Source: an optimization exercise on an open RTL-to-GDS flow (aim: small area). Production flows keep margins and buffers that such runs may drop.
Function was checked by simulation only, so behaviour that the tests miss may differ from the original.
Power is estimated from default activity; no workload was simulated.

Design kr_block, start of the top module:
module kr_block (
    input  wire        clk,
    input  wire        rst_n,
    output wire [6:0]  row_n,
    input  wire [7:0]  col_n,
    input  wire        hs_valid,
    input  wire [31:0] hs_data,
    output wire [23:0] scan_status,
    output wire        svc_req,
    input  wire        svc_done,
    output wire        tx_req,
    output wire [7:0]  tx_p0,
    output wire [7:0]  tx_p1,
    output wire [7:0]  tx_p2,
    output wire [7:0]  tx_p3,
    input  wire        tx_done,
    input  wire        tx_ok,
    output wire        diag_valid,
    output wire [1:0]  diag_code,
    output wire [7:0]  diag_byte,
    output wire [23:0] tx_status
);
clock: 25.0 ns
lec_check: 0
abc_area: 1
cap_margin: 20
core_margin: 2
core_utilization: 65
cts_buf_list: sky130_fd_sc_hd__clkbuf_16
cts_cluster_diameter: 60
cts_cluster_size: 30
slew_margin: 20
run.sh (not shown) runs the stock make flow with config.mk's settings and CLKGATE_MAP_FILE= SYNTH_SCRIPT=/design/flow/synth_recipe.tcl, a recipe that flattens the netlist after the stock synthesis.
The first run finished clean.
Then changed:
==> flow/flow/run.sh (new file) <==
#!/bin/bash
# The standard layout, with the port buffers made of the smallest
# buffer cell instead of the one the resizer picks by default.
set -euo pipefail
export BUFFER_PORTS_ARGS="-buffer_cell sky130_fd_sc_hd__buf_1"
bash standard.sh > standard.log 2>&1
==> flow/standard.sh (new file) <==
#!/bin/bash
# synth_recipe.tcl (not shown) runs the flow's synth.tcl, then flattens the netlist and writes it again
# the make line also repeats each setting of config.mk as NAME=value (left out here)
make -C /OpenROAD-flow-scripts/flow DESIGN_CONFIG=/design/flow/config.mk WORK_HOME=/design/flow/orfs CLKGATE_MAP_FILE= SYNTH_SCRIPT=/design/flow/synth_recipe.tcl "${@:-finish}"
- CTS_BUF_LIST: sky130_fd_sc_hd__clkbuf_16 -> sky130_fd_sc_hd__clkbuf_8
- CTS_CLUSTER_DIAMETER: 60 -> 80
- CTS_CLUSTER_SIZE: 30 -> 16
removed: flow/run.sh
Outcome: Global-route usage came out higher by 0.30 points; die area is unchanged; cell count grows by about 0.3%; routed wire length is about the same; combinational power is lower by about 8%; setup slack gains 730 ps; power is lower by 8.2%; sequential cell count is unchanged; register-to-register slack degrades by 40 ps; maximum frequency came out higher by 5.0%; clock-buffer cell count climbs by 22.
Then changed:
- CAP_MARGIN: 20 -> 0
- CORE_UTILIZATION: 65 -> 75
- SLEW_MARGIN: 20 -> 0
What happened: The new run completed without violations. Total power barely changes. Utilization goes up by 9.9 points. Die area came out lower by 13%. Wire length is higher by 0.97%. Combinational power hardly moves. Cell count decreases by 2.1%. Worst setup slack got worse by 330 ps.
Then changed:
==> flow/run.sh (new file) <==
#!/bin/bash
# synth_recipe.tcl (not shown) runs the flow's synth.tcl, then flattens the netlist and writes it again
# the make line also repeats each setting of config.mk as NAME=value (left out here)
make -C /OpenROAD-flow-scripts/flow DESIGN_CONFIG=/design/flow/config.mk WORK_HOME=/design/flow/orfs CLKGATE_MAP_FILE= SYNTH_SCRIPT=/design/flow/synth_recipe.tcl finish
- CAP_MARGIN: 0 -> 20
- CORE_UTILIZATION: 75 -> 65
- SLEW_MARGIN: 0 -> 20
removed: flow/flow/run.sh
removed: flow/standard.sh
After rerunning: First-iteration DRC count came out lower by 20%. Setup slack gets worse by 410 ps. Total power grows by 1.4%. Clock-buffer cell count is unchanged. Clock power grows by about 2%. Sequential power stays flat. Sequential share of layout area goes down by 1.6 points. Cell count rose by 2.1%. Die area goes up by 15%.

the reference run:
Another version of the RTL of kr_block (not shown whole).
For scale: about 3300 cells after synthesis, roughly 970 flip-flops, about 150 I/O pins, roughly 31000 um2 of cells after synthesis.
// kr_block
module kr_block (
    input  wire        clk,
    input  wire        rst_n,
    output wire [6:0]  row_n,
    input  wire [7:0]  col_n,
    input  wire        hs_valid,
    input  wire [31:0] hs_data,
    output wire [23:0] scan_status,
    output wire        svc_req,
    input  wire        svc_done,
    output wire        tx_req,
    output wire [7:0]  tx_p0,
    output wire [7:0]  tx_p1,
    output wire [7:0]  tx_p2,
    output wire [7:0]  tx_p3,
    input  wire        tx_done,
    input  wire        tx_ok,
    output wire        diag_valid,
    output wire [1:0]  diag_code,
    output wire [7:0]  diag_byte,
    output wire [23:0] tx_status
);
Settings: LEC_CHECK=0, ABC_AREA=1, CAP_MARGIN=20, CORE_MARGIN=2, CORE_UTILIZATION=65, CTS_BUF_LIST=sky130_fd_sc_hd__clkbuf_4, SLEW_MARGIN=20; clock period 25.0 ns.
Stock flow here: none of the scripts above is used.
Both conditions hold for the reference run: the flow ran to the end and the final layout passed the timing, design-rule and antenna checks.
#### Input delta (the trial run over the reference run)
- CTS_BUF_LIST removed (was sky130_fd_sc_hd__clkbuf_4)
==> comparison <==
Aggregate global routing overflow came out exactly the same in the reference run and the trial run.
From the reference run to the trial run the numbers moved as follows: fraction of area in clock buffers and inverters shows an increase of 1.2 points, count of clock buffers in the final design went down 210, fraction of area in non-clock buffers level.
The reference run → the trial run: final period utilization now larger, fraction of standard cell area that is sequential now smaller.
Higher post-route cell area among the reference run and the trial run: the trial run
The reference run and the trial run all finish clean.
Switching component of the power | the trial run above the reference run

separate check: timing with driven ports:
In the flow no input, the clock included, has a driving cell. The finished layouts below were timed again as built, in two steps.
Step 1, drivers: a clkbuf_16 drives clk and a buf_2 each remaining input, both assumed.
Step 2, shift: input delay + t, output delay - t, t = (earliest + latest rising clock arrival at the registers) / 2. This alone moves slack from input paths to output paths.
Three values: ideal, step 1, step 2; two values: the first two.
run	t (ns)	setup slack, ns	worst hold slack (ns)	worst setup path after step 2	latest minus earliest clock arrival (ns)
the first run of note 1	0.667	9.606 / 9.582 / 9.582	0.316 / 0.316 / 0.316	input to output	0.042 / 0.042
the second run of note 1	0.742	10.338 / 10.311 / 10.311	0.313 / 0.313 / 0.313	input to output	0.036 / 0.035
the third run of note 1	0.710	10.009 / 9.983 / 9.983	0.318 / 0.318 / 0.318	input to output	0.042 / 0.042
the fourth run of note 1	0.730	9.597 / 9.572 / 9.572	0.310 / 0.310 / 0.310	input to output	0.049 / 0.049
the reference run	1.051	9.213 / 9.180 / 9.180	0.259 / 0.259 / 0.259	input to output	0.087 / 0.086
the trial run	0.696	9.167 / 9.136 / 9.136	0.308 / 0.308 / 0.308	input to output	0.027 / 0.028
After both steps every run listed still meets setup and hold. The setup slack of the reference run, which loses most, moves by -0.033 ns with the drivers and by -0.033 ns with both steps.
